Background: an optimization exercise with open tools, aiming at small area, a short achievable clock period and few clock cycles. Do not read the settings as production practice.
The RTL of this run was laid out without a check of its function.
No activity file was given, so power comes from the tool's default toggle rates.

$ cat flow/run.sh
#!/bin/bash
# synth_recipe.tcl (not shown) runs the flow's synth.tcl, then flattens the netlist and writes it again
# the make line also repeats each setting of config.mk as NAME=value (left out here)
make -C /OpenROAD-flow-scripts/flow DESIGN_CONFIG=/design/flow/config.mk WORK_HOME=/design/flow/orfs CLKGATE_MAP_FILE= SYNTH_SCRIPT=/design/flow/synth_recipe.tcl finish
$ cat flow/config.mk
export PLATFORM = sky130hd
export DESIGN_NAME = piu
export DESIGN_NICKNAME = piu
export VERILOG_FILES = /design/flow/design.v
export SDC_FILE = /design/flow/constraint.sdc
export NUM_CORES = 4
export LEC_CHECK = 0
export ABC_AREA = 1
export CAP_MARGIN = 20
export CORE_MARGIN = 2
export CORE_UTILIZATION = 40
export SLEW_MARGIN = 20
$ cat flow/constraint.sdc
create_clock -name core_clock -period 10.0 [get_ports {clk}]
set_input_delay 2.0000 -clock core_clock [delete_from_list [all_inputs] [get_ports {clk}]]
set_output_delay 2.0000 -clock core_clock [all_outputs]
set_load 0.01 [all_outputs]
$ cat flow/design.v
module piu_div #(parameter STEPS = 2) (
    input  wire [17:0] dq_i,
    input  wire [5:0]  rem_i,
    input  wire [6:0]  d,
    input  wire [4:0]  cnt,
    output reg  [17:0] dq_o,
    output reg  [5:0]  rem_o,
    output wire        last
);
    reg [6:0] t;
    reg [7:0] df;
    integer k;
    always @(*) begin
        dq_o  = dq_i;
        rem_o = rem_i;
        for (k = 0; k < STEPS; k = k + 1) begin
            t     = {rem_o, dq_o[17]};
            df    = {1'b0, t} - {1'b0, d};
            dq_o  = {dq_o[16:0], ~df[7]};
            rem_o = df[7] ? t[5:0] : df[5:0];
        end
    end
    assign last = (cnt <= STEPS);
endmodule
module piu (
    input  wire        clk,
    input  wire        rst,
    input  wire        req_valid,
    input  wire        req_write,
    input  wire [2:0]  req_addr,
    input  wire [31:0] req_wdata,
    output wire        req_ready,
    output reg         rsp_valid,
    output reg  [31:0] rsp_data,
    output wire        mem_en,
    output wire [10:0] mem_addr,
    input  wire [63:0] mem_rdata
);
    localparam A_PLEN = 3'd0, A_DLEN = 3'd1, A_WIDTH = 3'd2, A_IDX = 3'd3,
               A_RESULT = 3'd4, A_STATUS = 3'd5, A_CTRL = 3'd6, A_CMD = 3'd7;
    localparam S_IDLE = 0,    
               S_DIV  = 1,    
               S_PRD  = 2,    
               S_SMUL = 3,    
               S_SRD  = 4,    
               S_HRD  = 5,    
               S_HSC  = 6,    
               S_HPRD = 7,    
               S_DATA = 8,    
               S_DAT2 = 9,    
               S_FIN  = 10;   
    localparam NS = 11;
    reg [31:0] plen;
    reg [11:0] dlen;
    reg [5:0]  width;
    reg [31:0] idx;
    reg [31:0] result;
    reg [6:0]  st;
    reg        genfull;
    reg [NS-1:0] s;
    reg        rdy;
    reg        chk;         
    reg        hm;          
    reg        hml;         
    reg        xw;          
    reg        p2;          
    reg [17:0] dq;          
    reg [5:0]  rem;         
    reg [1:0]  chunk;       
    reg [10:0] ma;          
    reg [5:0]  sh;          
    reg [2:0]  top;         
    reg [2:0]  rd_sel;
    assign req_ready = rdy;
    always @(*) begin
        case (rd_sel)
            A_PLEN:   rsp_data = plen;
            A_DLEN:   rsp_data = {20'd0, dlen};
            A_WIDTH:  rsp_data = {26'd0, width};
            A_IDX:    rsp_data = idx;
            A_RESULT: rsp_data = result;
            A_STATUS: rsp_data = {25'd0, st};
            A_CTRL:   rsp_data = {31'd0, genfull};
            default:  rsp_data = 32'd0;
        endcase
    end
    reg [5:0] wbio;
    integer i;
    always @(*) begin
        wbio = 6'd0;
        for (i = 0; i < 32; i = i + 1)
            if (plen[i]) wbio = (plen & ((32'd1 << i) - 32'd1)) != 32'd0 ? i[5:0] + 6'd1 : i[5:0];
    end
    wire [5:0] wbs = (wbio < 6'd4) ? 6'd4 : wbio;
    function [2:0] pshift;    
        input [5:0] w;
        begin
            if (w == 6'd4) pshift = 3'd4;
            else if (w == 6'd8) pshift = 3'd3;
            else if (w >= 6'd13 && w <= 6'd16) pshift = 3'd2;
            else if (w >= 6'd22 && w <= 6'd32) pshift = 3'd1;
            else pshift = 3'd0;
        end
    endfunction
    wire        acc   = req_valid & rdy;
    wire        wr    = acc & req_write;
    wire        cmdw  = wr & (req_addr == A_CMD);
    wire [3:0]  op    = req_wdata[31:28];
    wire        fmt_c = (op == 4'h4) | (op == 4'h5) | (op == 4'h8) | (op == 4'h9);
    wire        hi_nz = |req_wdata[27:12];
    wire        lo_nz = |req_wdata[11:0];
    wire        ill   = (op == 4'hB) | (op == 4'hE) | (op == 4'hF) | hi_nz | (~fmt_c & lo_nz);
    wire        go    = cmdw & ~ill;
    wire [11:0] lin_bs  = req_wdata[11:0];
    wire [5:0]  lin_bio = {req_wdata[11:10], req_wdata[7:6], req_wdata[3:2]};
    wire        plen_z = (plen == 32'd0);
    wire        dlen_z = (dlen == 12'd0);
    wire        wpad_bad  = (width == 6'd0) | (width > 6'd32);
    wire        wspan_bad = (width > 6'd32);
    wire        idx_big   = |idx[31:17];
    wire        idx_hmbig = (idx >= 32'd14336);    
    wire [2:0]  ps_bs = pshift(wbs);
    wire [2:0]  ps_w  = pshift(width);
    wire [2:0]  ps    = pshift(width);             
    reg  [6:0] fpw;
    always @(*) begin
        case (width)
            6'd1:  fpw = 7'd64;  6'd2:  fpw = 7'd32;  6'd3:  fpw = 7'd21;
            6'd4:  fpw = 7'd16;  6'd5:  fpw = 7'd12;  6'd6:  fpw = 7'd10;
            6'd7:  fpw = 7'd9;   6'd8:  fpw = 7'd8;   6'd9:  fpw = 7'd7;
            6'd10: fpw = 7'd6;   6'd11: fpw = 7'd5;   6'd12: fpw = 7'd5;
            6'd13, 6'd14, 6'd15, 6'd16: fpw = 7'd4;
            6'd17, 6'd18, 6'd19, 6'd20, 6'd21: fpw = 7'd3;
            default: fpw = 7'd2;
        endcase
    end
    wire [17:0] dv_q;
    wire [5:0]  dv_r;
    wire        dv_last;
    reg  [4:0]  dcnt;       
    piu_div #(.STEPS(2)) u_div (
        .dq_i (dq), .rem_i (rem), .d (fpw), .cnt (dcnt),
        .dq_o (dv_q), .rem_o (dv_r), .last (dv_last)
    );
    wire [5:0] p2r = idx[5:0] & ~(6'h3F << ps);           
    wire [5:0] mul_a = s[S_HPRD] ? 6'd9 : width;
    reg  [5:0] mul_b;
    always @(*) begin
        if (s[S_SMUL]) begin
            case (chunk)
                2'd0:    mul_b = idx[5:0];
                2'd1:    mul_b = idx[11:6];
                default: mul_b = {1'b0, idx[16:12]};
            endcase
        end else if (s[S_PRD] & p2) mul_b = p2r;
        else mul_b = rem;
    end
    wire [11:0] prod = mul_a * mul_b;
    wire [17:0] addend = s[S_SRD] ? 18'd1 : (chunk == 2'd1) ? {6'd0, prod} : {prod, 6'd0};
    wire [17:0] dsum   = dq + addend;
    wire [17:0] pq     = p2 ? {1'b0, idx[16:0] >> ps} : dq;      
    wire [6:0]  send   = {1'b0, sh} + {1'b0, width};
    wire        scross = send > 7'd64;
    wire [17:0] cw     = s[S_SRD] ? (scross ? dsum : dq) : pq;
    wire        wovf   = (cw >= {6'd0, dlen});
    wire [13:0] q7 = idx[13:0] / 14'd7;
    wire [2:0]  r7 = idx[13:0] % 14'd7;
    wire [14:0] hm_l   = {ma, top} - {4'd0, ma};
    wire        hm_out = (idx[31:15] != 17'd0) | (idx[14:0] >= hm_l);
    reg  [2:0] wtop;
    integer j;
    always @(*) begin
        wtop = 3'd0;
        for (j = 0; j < 7; j = j + 1)
            if (mem_rdata[9*j +: 9] != 9'd0) wtop = j[2:0] + 3'd1;
    end
    wire [63:0] r5 = sh[5] ? {mem_rdata[31:0], mem_rdata[63:32]} : mem_rdata;
    wire [63:0] r4 = sh[4] ? {r5[15:0], r5[63:16]} : r5;
    wire [63:0] r3 = sh[3] ? {r4[7:0],  r4[63:8]}  : r4;
    wire [63:0] r2 = sh[2] ? {r3[3:0],  r3[63:4]}  : r3;
    wire [63:0] r1 = sh[1] ? {r2[1:0],  r2[63:2]}  : r2;
    wire [31:0] rot = sh[0] ? {r1[0], r1[31:1]} : r1[31:0];
    wire [5:0]  fw = hm ? 6'd9 : width;
    reg  [31:0] fmask, lomask;
    integer b;
    always @(*) begin
        for (b = 0; b < 32; b = b + 1) begin
            fmask[b]  = (b < fw);
            lomask[b] = ({1'b0, sh} + b) < 7'd64;
        end
    end
    wire [31:0] emask = fmask & (s[S_DAT2] ? ~lomask : lomask);
    wire [31:0] ext   = (rot & emask) | (result & {32{s[S_DAT2]}});
    wire [9:0]  hmv = {1'b0, result[8:0]} - 10'd65;
    assign mem_en   = s[S_PRD] | s[S_SRD] | s[S_HRD] | s[S_HPRD] | (s[S_DATA] & xw);
    assign mem_addr = s[S_HRD] ? ma : (s[S_PRD] ? pq[10:0] : dq[10:0]);
    reg [NS-1:0] ns;
    reg          rdy_n;
    always @(*) begin
        ns = s;
        if (s[S_DIV] & dv_last)            ns = 1 << S_PRD;
        if (s[S_PRD])                      ns = wovf ? (1 << S_IDLE) : (1 << S_DATA);
        if (s[S_SMUL] & ((chunk == 2'd2) | ((chunk == 2'd1) & (idx[16:12] == 5'd0)) |
                         ((chunk == 2'd0) & (idx[16:6] == 11'd0))))
                                           ns = 1 << S_SRD;
        if (s[S_SRD])                      ns = wovf ? (1 << S_IDLE) : (1 << S_DATA);
        if (s[S_HRD])                      ns = 1 << S_HSC;
        if (s[S_HSC])                      ns = (wtop != 3'd0 || ma == 11'd0) ?
                                                (hml ? (1 << S_FIN) : (1 << S_HPRD)) : (1 << S_HRD);
        if (s[S_HPRD])                     ns = hm_out ? (1 << S_IDLE) : (1 << S_DATA);
        if (s[S_DATA])                     ns = xw ? (1 << S_DAT2) : ((chk | hm) ? (1 << S_FIN) : (1 << S_IDLE));
        if (s[S_DAT2])                     ns = chk ? (1 << S_FIN) : (1 << S_IDLE);
        if (s[S_FIN])                      ns = 1 << S_IDLE;
        if (go) begin
            case (op)
            4'h6: ns = (wpad_bad | idx_big) ? (1 << S_IDLE) :
                       (ps_w != 3'd0) ? (1 << S_PRD) : (1 << S_DIV);
            4'h7: ns = (wspan_bad | (idx_big & (width != 6'd0))) ? (1 << S_IDLE) : (1 << S_SMUL);
            4'h8: ns = (plen_z | dlen_z) ? (1 << S_IDLE) : (ps_bs != 3'd0) ? (1 << S_PRD) : (1 << S_DIV);
            4'h9: ns = (plen_z | dlen_z) ? (1 << S_IDLE) : (1 << S_SMUL);
            4'hA: ns = 1 << S_FIN;
            4'hC: ns = (~genfull | dlen_z | idx_hmbig) ? (1 << S_IDLE) : (1 << S_HRD);
            4'hD: ns = ~genfull ? (1 << S_IDLE) : dlen_z ? (1 << S_FIN) : (1 << S_HRD);
            default: ;
            endcase
        end
        rdy_n = ns[S_IDLE] | ns[S_FIN] |
                (ns[S_DATA] & ~chk & ~hm & ~(s[S_SRD] & scross)) |
                (ns[S_DAT2] & ~chk);
    end
    wire op_gbs = go & (op == 4'h8) & ~plen_z & ~dlen_z;
    wire op_gbi = go & (op == 4'h9) & ~plen_z & ~dlen_z;
    wire op_clr = go & (op == 4'h1);
    always @(posedge clk) begin
        if (rst) begin
            plen    <= 32'd0;
            dlen    <= 12'd0;
            width   <= 6'd0;
            idx     <= 32'd0;
            genfull <= 1'b0;
        end else begin
            if (op_clr) begin
                plen    <= 32'd0;
                dlen    <= 12'd0;
                genfull <= 1'b0;
            end else if (wr) begin
                if (req_addr == A_PLEN) plen <= req_wdata;
                if (req_addr == A_DLEN) dlen <= (req_wdata > 32'd2048) ? 12'd2048 : req_wdata[11:0];
                if (req_addr == A_CTRL) genfull <= req_wdata[0];
            end
            if (op_clr) width <= 6'd0;
            else if (wr & (req_addr == A_WIDTH)) width <= (|req_wdata[31:6]) ? 6'd63 : req_wdata[5:0];
            else if (op_gbs | (go & (op == 4'h2) & ~plen_z)) width <= wbs;
            else if (op_gbi | (go & (op == 4'h3) & ~plen_z)) width <= wbio;
            if (op_clr) idx <= 32'd0;
            else if (wr & (req_addr == A_IDX)) idx <= req_wdata;
            else if (op_gbs | (go & (op == 4'h4))) idx <= {20'd0, lin_bs};
            else if (op_gbi | (go & (op == 4'h5))) idx <= {26'd0, lin_bio};
        end
    end
    always @(posedge clk) begin
        if (rst) begin
            result  <= 32'd0;
            st      <= 7'd0;
        end else begin
            if (op_clr | (go & (op == 4'h8 || op == 4'h9) & ~plen_z & dlen_z)) result <= 32'd0;
            else if (s[S_DATA] | s[S_DAT2]) result <= ext;
            else if (s[S_FIN] & hml) result <= {17'd0, hm_l};
            else if (s[S_FIN] & hm) result <= {{22{hmv[9]}}, hmv};
            if ((s[S_PRD] | s[S_SRD]) & wovf) st <= 7'h04;
            else if (s[S_HPRD] & hm_out) st <= 7'h06;
            else if (s[S_DATA]) st <= {xw, 2'b01, 4'd0};
            else if (s[S_FIN] & hml) st <= 7'h10;
            else if (s[S_FIN] & chk) st <= (result >= plen) ? 7'h05 : {st[6:4], 4'd0};
            if (cmdw) begin
                if (ill) st <= 7'h01;
                else case (op)
                    4'h1, 4'h4, 4'h5: st <= 7'h00;
                    4'h2, 4'h3: st <= plen_z ? 7'h02 : 7'h00;
                    4'h6: if (wpad_bad) st <= 7'h03; else if (idx_big) st <= 7'h04;
                    4'h7: if (wspan_bad) st <= 7'h03; else if (idx_big & (width != 6'd0)) st <= 7'h04;
                    4'h8, 4'h9: if (plen_z) st <= 7'h02; else if (dlen_z) st <= 7'h30;
                    4'hC: if (~genfull) st <= 7'h20; else if (dlen_z | idx_hmbig) st <= 7'h06;
                    4'hD: if (~genfull) st <= 7'h20; else if (dlen_z) st <= 7'h10;
                    default: ;
                endcase
            end
        end
    end
    always @(posedge clk) begin
        if (rst) begin
            s         <= 1 << S_IDLE;
            rdy       <= 1'b1;
            rsp_valid <= 1'b0;
            rd_sel    <= 3'd0;
            chk       <= 1'b0;
            hm        <= 1'b0;
            hml       <= 1'b0;
            xw        <= 1'b0;
            p2        <= 1'b0;
            dq        <= 18'd0;
            rem       <= 6'd0;
            dcnt      <= 5'd0;
            chunk     <= 2'd0;
            ma        <= 11'd0;
            sh        <= 6'd0;
            top       <= 3'd0;
        end else begin
            s         <= ns;
            rdy       <= rdy_n;
            rsp_valid <= acc & ~req_write;
            if (acc) rd_sel <= req_addr;
            if (cmdw) begin
                chk   <= (op == 4'h8) | (op == 4'h9) | (op == 4'hA);
                hm    <= (op == 4'hC);
                hml   <= (op == 4'hD);
                xw    <= 1'b0;
                chunk <= 2'd0;
                p2    <= (op == 4'h8) ? (ps_bs != 3'd0) : (ps_w != 3'd0);
                top   <= 3'd0;
                ma    <= dlen_z ? 11'd0 : dlen[10:0] - 11'd1;
                if (op == 4'h8) begin
                    dq   <= {lin_bs, 6'd0};
                    dcnt <= 5'd12;
                end else if (op == 4'hC) begin
                    dq   <= {4'd0, q7};
                    dcnt <= 5'd0;
                end else if (idx[16:12] == 5'd0) begin
                    dq   <= {idx[11:0], 6'd0};
                    dcnt <= 5'd12;
                end else begin
                    dq   <= {1'b0, idx[16:0]};
                    dcnt <= 5'd18;
                end
                rem <= (op == 4'hC) ? {3'd0, r7} : 6'd0;
            end else begin
                if (s[S_DIV]) begin
                    dq   <= dv_q;
                    rem  <= dv_r;
                    dcnt <= dcnt - 5'd2;
                end
                if (s[S_SMUL]) begin
                    chunk <= chunk + 2'd1;
                    if (chunk == 2'd0) begin
                        sh <= prod[5:0];
                        dq <= {12'd0, prod[11:6]};
                    end else begin
                        dq <= dsum;
                    end
                end
                if (s[S_PRD] | s[S_HPRD]) sh <= prod[5:0];
                if (s[S_SRD]) begin
                    xw <= scross;
                    dq <= dsum;
                end
                if (s[S_HSC]) begin
                    top <= wtop;
                    if (wtop == 3'd0 && ma != 11'd0) ma <= ma - 11'd1;
                end
            end
        end
    end
endmodule
==> impl_metrics.py <==
metrics = {
    "run_status": {
        "status": "finished clean",
    },
    "power": {
        "leakage_nw": 10.7,
        "total_power_mw": 2.10,
        "vdd_drop_max_mv": 0.115,
        "power-per-cell-area_nw_per_um2": 85.6,
    },
    "critical_path": {
        "crit_top_cell": "nand2_1",
        "crit_path_max_fanout": 10,
        "crit_family": "simple AND/OR/NAND/NOR gates",
        "critical_path_class": "flip-flop to flip-flop",
        "slowest_delay_ns": 0.55,
        "cp_data_arrival_time_ns": 9.35,
        "required_ns": 10.44,
        "crit_path_top_delay_cell": "nor4_1",
        "critPathCaptureType": "flip-flop",
        "crit_buf_inv": 6,
        "crit_path_start_kind": "flip-flop",
    },
    "yosys": {
        "synth_edf_count": 0,
        "synth_fp_nets": 3881,
        "synthSimpleGateAreaFrac_pct": 28.8,
        "synth_top_cell_by_area": "dfxtp_1",
        "synth_fa_ha_area_share_pct": 10.1,
        "synth_mux_area_share_pct": 0.966,
        "synth_area_leaders": "dfxtp_1 18%, nand2_1 13%, o21ai_0 8.3%, ha_1 8.0%, inv_1 8.0%",
        "netlist_area_um2": 21800,
        "synth-compound-area-share_pct": 28.0,
        "ys_seq_area_share_pct": 18.4,
        "ys.flop_type": "dfxtp_1",
        "avgSynthCellArea_um2": 6.02,
        "synth_xor_area_share_pct": 2.70,
        "yosys-top-cells-count": "753 x nand2_1, 465 x inv_1, 403 x nor2_1",
        "yosysTopAreaCellShare_pct": 18.4,
        "synthCells": 3616,
        "ys_ff_latch": 200,
        "yosys_warnings": 2,
        "synth_most_common_cell": "nand2_1",
        "synth_top_family_by_area": "simple AND/OR/NAND/NOR gates",
        "async_flop_share_pct": 0,
        "synth.distinct_cells": 60,
    },
    "die": {
        "die_h_um": 237,
        "num_rows": 85,
        "io-pin-count": 149,
        "die-area_um2": 56300,
        "core_region_area_um2": 53800,
        "die_w_um": 237,
        "initial_core_util_pct": 40.4,
    },
    "clock_tree": {
        "clock_sinks": 200,
        "clkTransAtPathRegs_ns": 0.09,
        "cts_hold_buf": 0,
        "clk_latency_ns": 0.52,
        "postCtsSetupBuffers": 0,
        "cts-resized-gates": 0,
        "cts_max_level": 4,
        "cts_made_buffers": 17,
        "cts.path.max_buffers": 2,
        "cts.root.buffer_cell": "clkbuf_16",
        "cts_tree": "built",
    },
    "min_path": {
        "min_path_type": "flip-flop to flip-flop",
    },
    "routing": {
        "ant_nets": 0,
        "wl_per_cell_um": 22.4,
        "firstDrtPassIters": 6,
        "route.vias.total": 26028,
        "viasPerCell": 5.94,
        "wirelength_mm": 98.2,
        "drt_iter0_markers": 3266,
        "drc": 0,
    },
    "flow_run": {
        "drv_cap": 0,
    },
    "global_routing": {
        "grt_pass1_wl_mm": 145,
        "grt_max_degree": 79,
        "track_usage_pct": 34.0,
        "grt_pass1_vias": 23055,
        "grt-ovfl-total": 0,
        "antenna_found_initial": 0,
    },
    "finish": {
        "fin_nets": 3935,
        "multi_input_area_um2": 15400,
        "area_growth_pct": 12.5,
        "seqCellArea_um2": 4010,
        "fillers": 5837,
        "drive_above_1_share_pct": 3.86,
        "num_antenna_cells": 0,
    },
    "sta": {
        "drv_slew": 0,
        "worst_slew_pin_slew_ns": 0.961,
        "hold_viol": 0,
        "finalSetupViolations": 0,
        "fin_crit_ns": 8.91,
        "rsz0062_at_grt": "false",
        "setup_tns_ns": 0,
        "clock_skew_ns": 0.0180,
        "min_period_over_period_pct": 89.1,
        "max_slew_margin_pct": 35.7,
        "fmax_mhz": 112,
        "finalWorstSetupSlack_ns": 1.09,
    },
    "placement": {
        "gp_congestion": 1.05,
        "place_hpwl_mm": 77.8,
        "place_ws_ns": 1.38,
        "portBuffers": 148,
    },
}
-- state kept, by name, summed over array words and instances (netlist names), 4 cells and up, named ones only --
register	cells
dcnt	4
dlen	12
rem	6
sh	6
dq	18
st	7
plen	32
ma	11
result	32
idx	32
width	6
s	11
-- power by group --
part | switching (mW) | internal [mW] | leakage, nW | total [mW]
Sequential | 0.0104 | 0.804 | 1.61 | 0.814
Combinational | 0.338 | 0.167 | 8.82 | 0.505
Clock | 0.406 | 0.373 | 0.309 | 0.779
Total | 0.754 | 1.34 | 10.7 | 2.10
-- cell type report --
class	instances	area share, %
Inverter	483	7.40
Multi-Input combinational cell	2778	62.8
Clock buffer	18	1.79
Tap cell	696	3.56
Sequential cell	200	16.4
Clock inverter	14	0.802
Timing Repair Buffer	190	7.34
-- tightest hold or removal path: stages, from the launching register on --
cell     delay (ns)
dfxtp_1        0.32
nand2_1        0.06
nor3_1         0.04
-- cell families after synthesis --
kind of cell | after synthesis
AO/OA/AOI/OAI | 1026
XOR/XNOR | 67
adder cells (fa/ha/maj) | 162
buffers and inverters | 638
flip-flops | 200
multiplexers | 21
AND/OR/NAND/NOR | 1502
-- cells in the final DEF, fill, tap and decap left out, drive strengths merged, types with 70 or more instances in the layout --
| cell type | count |
|---|---|
| a21oi | 322 |
| inv | 483 |
| nor3 | 70 |
| dfxtp | 200 |
| nand3 | 161 |
| clkdlybuf4s50 | 148 |
| nand2 | 778 |
| o21ai | 371 |
| nor2 | 407 |
| ha | 140 |
-- per-layer routing --
layer  track usage, %  part of all wire, %
met1             47.6                   44
met3             7.00                  9.9
met4             15.6                  4.7
met2             49.9                   41
met5            0.346                0.023
-- path summary, 6_finish.rpt --
kind                                             from               end  slack (ns)  cells past startpoint
worst min-delay path                 st[3]$_SDFF_PP0_  st[3]$_SDFF_PP0_        0.47                      2
worst max-delay path            width[5]$_SDFFE_PP0N_  st[0]$_SDFF_PP0_        1.09                     47
worst min register to register       st[3]$_SDFF_PP0_  st[3]$_SDFF_PP0_        0.47                      2
worst max register to register  width[5]$_SDFFE_PP0N_  st[0]$_SDFF_PP0_        1.09                     47
-- through the flow --
step / std cells / area [um^2] / hold slack (ns) / utilization (%)
final: 4379 / 24500 / 0.465 / 45.5
after CTS: 4379 / 24500 / 0.460 / 45.5
after global routing: 4379 / 24500 / 0.482 / 45.5
after floorplan: 3616 / 21800 / 0.429 / -
after detailed placement: 4347 / 23900 / 0.449 / 44.3
after global placement: 4347 / 23900 / 0.449 / 44.3

==> what the ideal ports hide <==
The flow's constraints put no driver on any port. The routed layout listed below was extracted and timed again, unchanged, in two steps. Step 1, drivers: a clkbuf_16 drives clk and a buf_2 each remaining input, both assumed. Step 2 also shifts input and output timing later by t, the mid clock arrival at the registers, as if the neighbouring blocks saw the same clock. Three values: ideal, step 1, step 2; two values: the first two.
t (ns): 0.575
setup slack, ns: 1.093 / 1.093 / 1.093
worst setup path at the end: register to register
slew at the worst register clock pin (ns): 0.09 / 0.09
pins driven straight from the clock port: 1
After both steps setup and hold are still met in this run. For this run, drivers alone change the setup slack by 0.000 ns; drivers and shift together by 0.000 ns.
